This is an optimization exercise on Yosys and OpenROAD, whose aim is small area, a short achievable clock period and few clock cycles per item, not a production implementation. Only simulation tests tie the RTL to the original design; equivalence was not proved. Power is estimated from default activity; no workload was simulated.

09-14:
==> flow/design.v <==
module tdal3_core #(
    parameter [15:0] RESET_PC        = 16'h3000,
    parameter [15:0] RESET_SP_ACTIVE = 16'hFE00,
    parameter [15:0] RESET_SP_SAVED  = 16'h3000,
    parameter [2:0]  RESET_NZP       = 3'b010,      
    parameter [15:0] RESET_PSR       = 16'h0002,
    parameter [15:0] HALT_PC         = 16'hFFFF
) (
    input  wire        clk,
    input  wire        rst,
    output reg         mem_req,
    output reg         mem_we,
    output reg  [15:0] mem_addr,
    output reg  [15:0] mem_wdata,
    input  wire        mem_ready,
    input  wire [15:0] mem_rdata,
    input  wire        irq,
    input  wire [15:0] irq_vector,
    output reg         commit_valid,
    output reg         commit_irq,
    output reg         commit_unrec,
    output reg  [15:0] commit_pc,
    output wire [15:0] commit_next_pc,
    output reg         commit_reg_we,
    output reg  [2:0]  commit_reg_idx,
    output reg  [15:0] commit_reg_data,
    output wire [2:0]  commit_nzp,
    output reg         commit_rd_valid,
    output wire [15:0] commit_rd,
    output wire        halted,
    output wire        fault
);
    localparam [3:0] OP_BR   = 4'h0, OP_ADD = 4'h1, OP_LD  = 4'h2, OP_ST  = 4'h3,
                     OP_JSR  = 4'h4, OP_AND = 4'h5, OP_LDR = 4'h6, OP_STR = 4'h7,
                     OP_RTI  = 4'h8, OP_NOT = 4'h9, OP_LDI = 4'hA, OP_STI = 4'hB,
                     OP_JMP  = 4'hC, OP_RES = 4'hD, OP_LEA = 4'hE, OP_TRAP = 4'hF;
    localparam [3:0] S_EXEC  = 4'd0,    
                     S_FETCH = 4'd1,    
                     S_RD1   = 4'd2,    
                     S_RD1W  = 4'd3,    
                     S_RD2   = 4'd4,    
                     S_RD2W  = 4'd5,    
                     S_WR    = 4'd6,    
                     S_WRD   = 4'd7,    
                     S_IRQ1  = 4'd8,    
                     S_IRQ2  = 4'd9,    
                     S_IRQ3  = 4'd10,   
                     S_IRQ3W = 4'd11,   
                     S_HALT  = 4'd12,
                     S_FAULT = 4'd13;
    reg [3:0]  state;
    reg [15:0] regs [0:7];
    reg [15:0] pc;           
    reg [2:0]  nzp;
    reg [15:0] psr;
    reg [15:0] ssp_saved;
    reg [3:0]  ir_op;        
    reg [2:0]  ir_dr;        
    reg [15:0] mar;          
    assign halted = (state == S_HALT);
    assign fault  = (state == S_FAULT);
    wire s_exec = (state == S_EXEC);
    wire [15:0] w     = mem_rdata;
    wire [3:0]  opc   = w[15:12];
    function [2:0] cc;
        input [15:0] v;
        begin
            if (v == 16'h0000)  cc = 3'b010;
            else if (v[15])     cc = 3'b100;
            else                cc = 3'b001;
        end
    endfunction
    wire [2:0]  rb_idx = s_exec ? (w[13] ? w[11:9] : w[2:0]) : ir_dr;
    wire [15:0] ra     = regs[w[8:6]];
    wire [15:0] rb     = regs[rb_idx];
    wire [15:0] r6     = regs[6];
    wire [15:0] pc_inc = pc + 16'd1;
    wire        off11  = (w[15:13] == 3'b010);
    wire [15:0] pc_off = off11 ? {{5{w[10]}}, w[10:0]} : {{7{w[8]}}, w[8:0]};
    wire [15:0] pc_rel = pc_inc + pc_off;
    wire [15:0] alu_b  = w[5] ? {{11{w[4]}}, w[4:0]} : rb;
    wire [15:0] r_add  = ra + alu_b;
    wire [15:0] a_base = ra + {{10{w[5]}}, w[5:0]};
    wire        br_take = (w[11] & nzp[2]) | (w[10] & nzp[1]) | (w[9] & nzp[0]);
    wire        second = (state == S_RD2W);
    wire [15:0] sp_up  = r6 + {14'd0, second, ~second};
    wire        push2  = (state == S_IRQ2);
    wire [15:0] ssp_dn = ssp_saved - {14'd0, ~push2, push2};
    reg         fin;         
    reg         we;          
    reg  [2:0]  widx;
    reg  [15:0] wd;
    reg  [2:0]  nzp_n;
    reg         c_irq, c_unrec, c_rdv;
    reg  [3:0]  acc_state;   
    reg  [3:0]  wait_state;  
    reg         mar_ld;
    reg  [15:0] mar_d;
    always @* begin
        fin        = 1'b0;
        we         = 1'b0;
        widx       = w[11:9];
        wd         = r_add;
        nzp_n      = nzp;
        mem_req    = 1'b1;
        mem_we     = 1'b0;
        mem_addr   = pc_inc;
        mem_wdata  = rb;
        acc_state  = S_EXEC;
        wait_state = S_FETCH;
        mar_ld     = 1'b0;
        mar_d      = mem_rdata;
        c_irq      = 1'b0;
        c_unrec    = 1'b0;
        c_rdv      = 1'b0;
        case (state)
        S_EXEC: begin
            case (opc)
            OP_ADD, OP_AND, OP_NOT, OP_LEA: begin
                case (opc)
                    OP_ADD:  wd = r_add;
                    OP_AND:  wd = ra & alu_b;
                    OP_NOT:  wd = ~ra;
                    default: wd = pc_rel;
                endcase
                fin   = 1'b1;
                we    = 1'b1;
                nzp_n = cc(wd);
            end
            OP_BR: begin
                fin      = 1'b1;
                mem_addr = br_take ? pc_rel : pc_inc;
            end
            OP_JMP: begin
                fin      = 1'b1;
                mem_addr = ra;
            end
            OP_JSR: begin
                fin  = 1'b1;
                we   = 1'b1;
                widx = 3'd7;
                wd   = pc_inc;
                if (w[11])              mem_addr = pc_rel;
                else if (w[8:6] == 3'd7) mem_addr = pc_inc;
                else                    mem_addr = ra;
            end
            OP_LD, OP_LDI, OP_STI: begin
                mem_addr   = pc_rel;
                acc_state  = S_RD1W;
                wait_state = S_RD1;
                mar_ld     = 1'b1;
                mar_d      = pc_rel;
            end
            OP_LDR: begin
                mem_addr   = a_base;
                acc_state  = S_RD1W;
                wait_state = S_RD1;
                mar_ld     = 1'b1;
                mar_d      = a_base;
            end
            OP_TRAP: begin
                mem_addr   = {8'h00, w[7:0]};
                acc_state  = S_RD1W;
                wait_state = S_RD1;
                mar_ld     = 1'b1;
                mar_d      = {8'h00, w[7:0]};
            end
            OP_RTI: begin
                mem_addr   = r6;
                acc_state  = S_RD1W;
                wait_state = S_RD1;
                mar_ld     = 1'b1;
                mar_d      = r6;
            end
            OP_ST: begin
                mem_we     = 1'b1;
                mem_addr   = pc_rel;
                acc_state  = S_WRD;
                wait_state = S_WR;
                mar_ld     = 1'b1;
                mar_d      = pc_rel;
            end
            OP_STR: begin
                mem_we     = 1'b1;
                mem_addr   = a_base;
                acc_state  = S_WRD;
                wait_state = S_WR;
                mar_ld     = 1'b1;
                mar_d      = a_base;
            end
            default: begin  
                fin          = 1'b1;
                c_unrec      = 1'b1;
                mem_req      = 1'b0;
                mem_addr     = pc;
            end
            endcase
        end
        S_FETCH: begin
            mem_addr = pc;
        end
        S_RD1: begin
            mem_addr   = mar;
            acc_state  = S_RD1W;
            wait_state = S_RD1;
        end
        S_RD1W: begin
            case (ir_op)
            OP_LDI: begin
                mem_addr   = mem_rdata;
                acc_state  = S_RD2W;
                wait_state = S_RD2;
                mar_ld     = 1'b1;
            end
            OP_STI: begin
                mem_we     = 1'b1;
                mem_addr   = mem_rdata;
                acc_state  = S_WRD;
                wait_state = S_WR;
                mar_ld     = 1'b1;
            end
            OP_RTI: begin
                mem_addr   = sp_up;
                acc_state  = S_RD2W;
                wait_state = S_RD2;
                mar_ld     = 1'b1;    
            end
            OP_TRAP: begin
                fin      = 1'b1;
                we       = 1'b1;
                widx     = 3'd7;
                wd       = pc_inc;
                mem_addr = mem_rdata;
            end
            default: begin  
                fin             = 1'b1;
                we              = 1'b1;
                widx            = ir_dr;
                wd              = mem_rdata;
                nzp_n           = cc(mem_rdata);
                c_rdv           = 1'b1;
            end
            endcase
        end
        S_RD2: begin
            mem_addr   = (ir_op == OP_RTI) ? sp_up : mar;
            acc_state  = S_RD2W;
            wait_state = S_RD2;
        end
        S_RD2W: begin
            fin = 1'b1;
            we  = 1'b1;
            if (ir_op == OP_RTI) begin
                widx     = 3'd6;
                wd       = sp_up;
                mem_addr = mar;
            end else begin  
                widx            = ir_dr;
                wd              = mem_rdata;
                nzp_n           = cc(mem_rdata);
                c_rdv           = 1'b1;
            end
        end
        S_WR: begin
            mem_we     = 1'b1;
            mem_addr   = mar;
            acc_state  = S_WRD;
            wait_state = S_WR;
        end
        S_WRD: begin
            fin = 1'b1;
        end
        S_IRQ1: begin
            mem_we     = 1'b1;
            mem_addr   = ssp_dn;
            mem_wdata  = pc;
            acc_state  = S_IRQ2;
            wait_state = S_IRQ1;
        end
        S_IRQ2: begin
            mem_we     = 1'b1;
            mem_addr   = ssp_dn;
            mem_wdata  = psr;
            acc_state  = S_IRQ3;
            wait_state = S_IRQ2;
        end
        S_IRQ3: begin
            mem_addr   = irq_vector;
            acc_state  = S_IRQ3W;
            wait_state = S_IRQ3;
        end
        S_IRQ3W: begin
            fin        = 1'b1;
            we         = 1'b1;
            widx       = 3'd6;
            wd         = ssp_dn;
            mem_addr   = mem_rdata;
            c_irq      = 1'b1;
        end
        default: begin  
            mem_req  = 1'b0;
            mem_addr = pc;
        end
        endcase
        if (rst) mem_req = 1'b0;
    end
    assign commit_next_pc = pc;
    assign commit_nzp     = nzp;
    assign commit_rd      = mar;
    always @(posedge clk) begin
        commit_valid    <= fin & ~rst;
        commit_irq      <= c_irq;
        commit_unrec    <= c_unrec;
        commit_rd_valid <= c_rdv;
        commit_reg_we   <= we;
        commit_reg_idx  <= widx;
        commit_reg_data <= wd;
        commit_pc       <= pc;
    end
    reg [3:0] state_n;
    always @* begin
        if (fin) begin
            if (c_unrec)                      state_n = S_FAULT;
            else if (irq & ~c_irq)            state_n = S_IRQ1;
            else if (mem_addr == HALT_PC)     state_n = S_HALT;
            else if (mem_ready)               state_n = S_EXEC;
            else                              state_n = S_FETCH;
        end else if (state == S_HALT || state == S_FAULT) begin
            state_n = irq ? S_IRQ1 : state;
        end else begin
            state_n = mem_ready ? acc_state : wait_state;
        end
    end
    wire [15:0] wd_r = rst ? 16'h0000 : wd;
    wire [15:0] wd_6 = rst ? RESET_SP_ACTIVE : wd;
    integer i;
    always @(posedge clk)
        for (i = 0; i < 8; i = i + 1)
            if (rst | (we & (widx == i)))
                regs[i] <= (i == 6) ? wd_6 : wd_r;
    always @(posedge clk) begin
        if (rst) begin
            state     <= S_FETCH;
            pc        <= RESET_PC;
            nzp       <= RESET_NZP;
            psr       <= RESET_PSR;
            ssp_saved <= RESET_SP_SAVED;
        end else begin
            state <= state_n;
            if (fin) begin
                pc  <= mem_addr;
                nzp <= nzp_n;
            end
            if (second & (ir_op == OP_RTI))
                psr <= mem_rdata;
            if (state == S_IRQ3W)
                ssp_saved <= r6;
        end
    end
    always @(posedge clk) begin
        if (s_exec) begin
            ir_op <= opc;
            ir_dr <= w[11:9];
        end
        if (mar_ld)
            mar <= mar_d;
    end
endmodule
==> flow/config.mk <==
export PLATFORM = sky130hd
export DESIGN_NAME = tdal3_core
export DESIGN_NICKNAME = tdal3_core
export VERILOG_FILES = /design/flow/design.v
export SDC_FILE = /design/flow/constraint.sdc
export NUM_CORES = 4
export LEC_CHECK = 0
export CAP_MARGIN = 20
export CORE_MARGIN = 2
export CORE_UTILIZATION = 40
export SETUP_SLACK_MARGIN = 1.0
export SLEW_MARGIN = 20
==> flow/constraint.sdc <==
create_clock -name core_clock -period 8.0 [get_ports {clk}]
set_input_delay 1.6000 -clock core_clock [delete_from_list [all_inputs] [get_ports {clk}]]
set_output_delay 1.6000 -clock core_clock [all_outputs]
set_load 0.01 [all_outputs]
standard.sh (not shown) runs the stock make flow with config.mk's settings and CLKGATE_MAP_FILE= SYNTH_SCRIPT=/design/flow/synth_recipe.tcl, a recipe that flattens the netlist after the stock synthesis.
==> flow/flow/run.sh <==
#!/bin/bash
# Layout: the standard flow (standard.sh), with plain buf_1 cells as the
# port buffers in place of the delay buffers buffer_ports picks by itself.
set -euo pipefail
cd "$(dirname "$0")/.."
export BUFFER_PORTS_ARGS="-buffer_cell sky130_fd_sc_hd__buf_1"
bash standard.sh finish > standard.log 2>&1
Testbench counts of 09-14, summed over its fixed seeds: cycles 58,189, instrs 47,263.
Inputs modified between 09-14 and 01-21:
--- a/flow/design.v
+++ b/flow/design.v
@@ -155,25 +155,18 @@
                 mem_addr   = a_base;
                 acc_state  = S_RD1W;
                 wait_state = S_RD1;
                 mar_ld     = 1'b1;
                 mar_d      = a_base;
             end
-            OP_TRAP: begin
-                mem_addr   = {8'h00, w[7:0]};
-                acc_state  = S_RD1W;
-                wait_state = S_RD1;
-                mar_ld     = 1'b1;
-                mar_d      = {8'h00, w[7:0]};
-            end
-            OP_RTI: begin
-                mem_addr   = r6;
-                acc_state  = S_RD1W;
+            OP_TRAP, OP_RTI: begin
+                mem_req    = 1'b0;
+                acc_state  = S_RD1;
                 wait_state = S_RD1;
                 mar_ld     = 1'b1;
-                mar_d      = r6;
+                mar_d      = (opc == OP_TRAP) ? {8'h00, w[7:0]} : r6;
             end
             OP_ST: begin
                 mem_we     = 1'b1;
                 mem_addr   = pc_rel;
                 acc_state  = S_WRD;
                 wait_state = S_WR;
@@ -189,13 +182,12 @@
                 mar_d      = a_base;
             end
             default: begin  
                 fin          = 1'b1;
                 c_unrec      = 1'b1;
                 mem_req      = 1'b0;
-                mem_addr     = pc;
             end
             endcase
         end
         S_FETCH: begin
             mem_addr = pc;
         end
@@ -344,16 +336,16 @@
             pc        <= RESET_PC;
             nzp       <= RESET_NZP;
             psr       <= RESET_PSR;
             ssp_saved <= RESET_SP_SAVED;
         end else begin
             state <= state_n;
-            if (fin) begin
+            if (fin & ~c_unrec)
                 pc  <= mem_addr;
+            if (fin)
                 nzp <= nzp_n;
-            end
             if (second & (ir_op == OP_RTI))
                 psr <= mem_rdata;
             if (state == S_IRQ3W)
                 ssp_saved <= r6;
         end
     end
Notes after the runs:
Re number of cells in the finished layout apart from fillers: 09-14 was higher than 01-21. Routed wire in 01-21 totals less than in 09-14. 01-21 against 09-14: power picked up an extra 0.0052 W, overall fraction of global-route tracks in use lost 1.7 points, critical-path maximum fanout climbed 4, initial standard-cell utilization of the core saw an increase, clock network fraction of total power saw a decrease. When the final numbers for 09-14 and 01-21 were put side by side, the total of clock buffers placed in the layout turned out to be greater in 01-21. Diff 09-14 -> 01-21: number of cells in the design after placement lower; die area lower; routing usage on met3 lower; area of the multi-input gates lower; minimum clock period roughly the same. In 01-21, detailed-routed wire length on met3 is higher than in 09-14.
Testbench counts of 01-21, summed over its fixed seeds: cycles 58,213, instrs 47,263.

static timing again, ports no longer ideal:
Ports are ideal in the flow. The routed layouts listed here were re-timed in OpenROAD.
Step 1, drivers: a clkbuf_16 drives clk and a buf_2 each remaining input, both assumed.
Step 2 times the ports against the registers' clock, not the clock port: input delays grow and output delays shrink by t, the midpoint of the rising clock arrivals with the driver on.
Slacks: ideal / step 1 / step 2; pairs: ideal / step 1.
| run | t (ns) | slack for setup (ns) | cell pins on the clock port's net |
|---|---|---|---|
| 09-14 | 0.660 | 1.031 / 0.972 / 0.503 | 1 |
| 01-21 | 0.659 | 1.028 / 0.870 / 0.625 | 1 |
After both steps every run listed still meets setup and hold. For 09-14, which loses most, drivers alone change the setup slack by -0.059 ns; drivers and shift together by -0.528 ns.
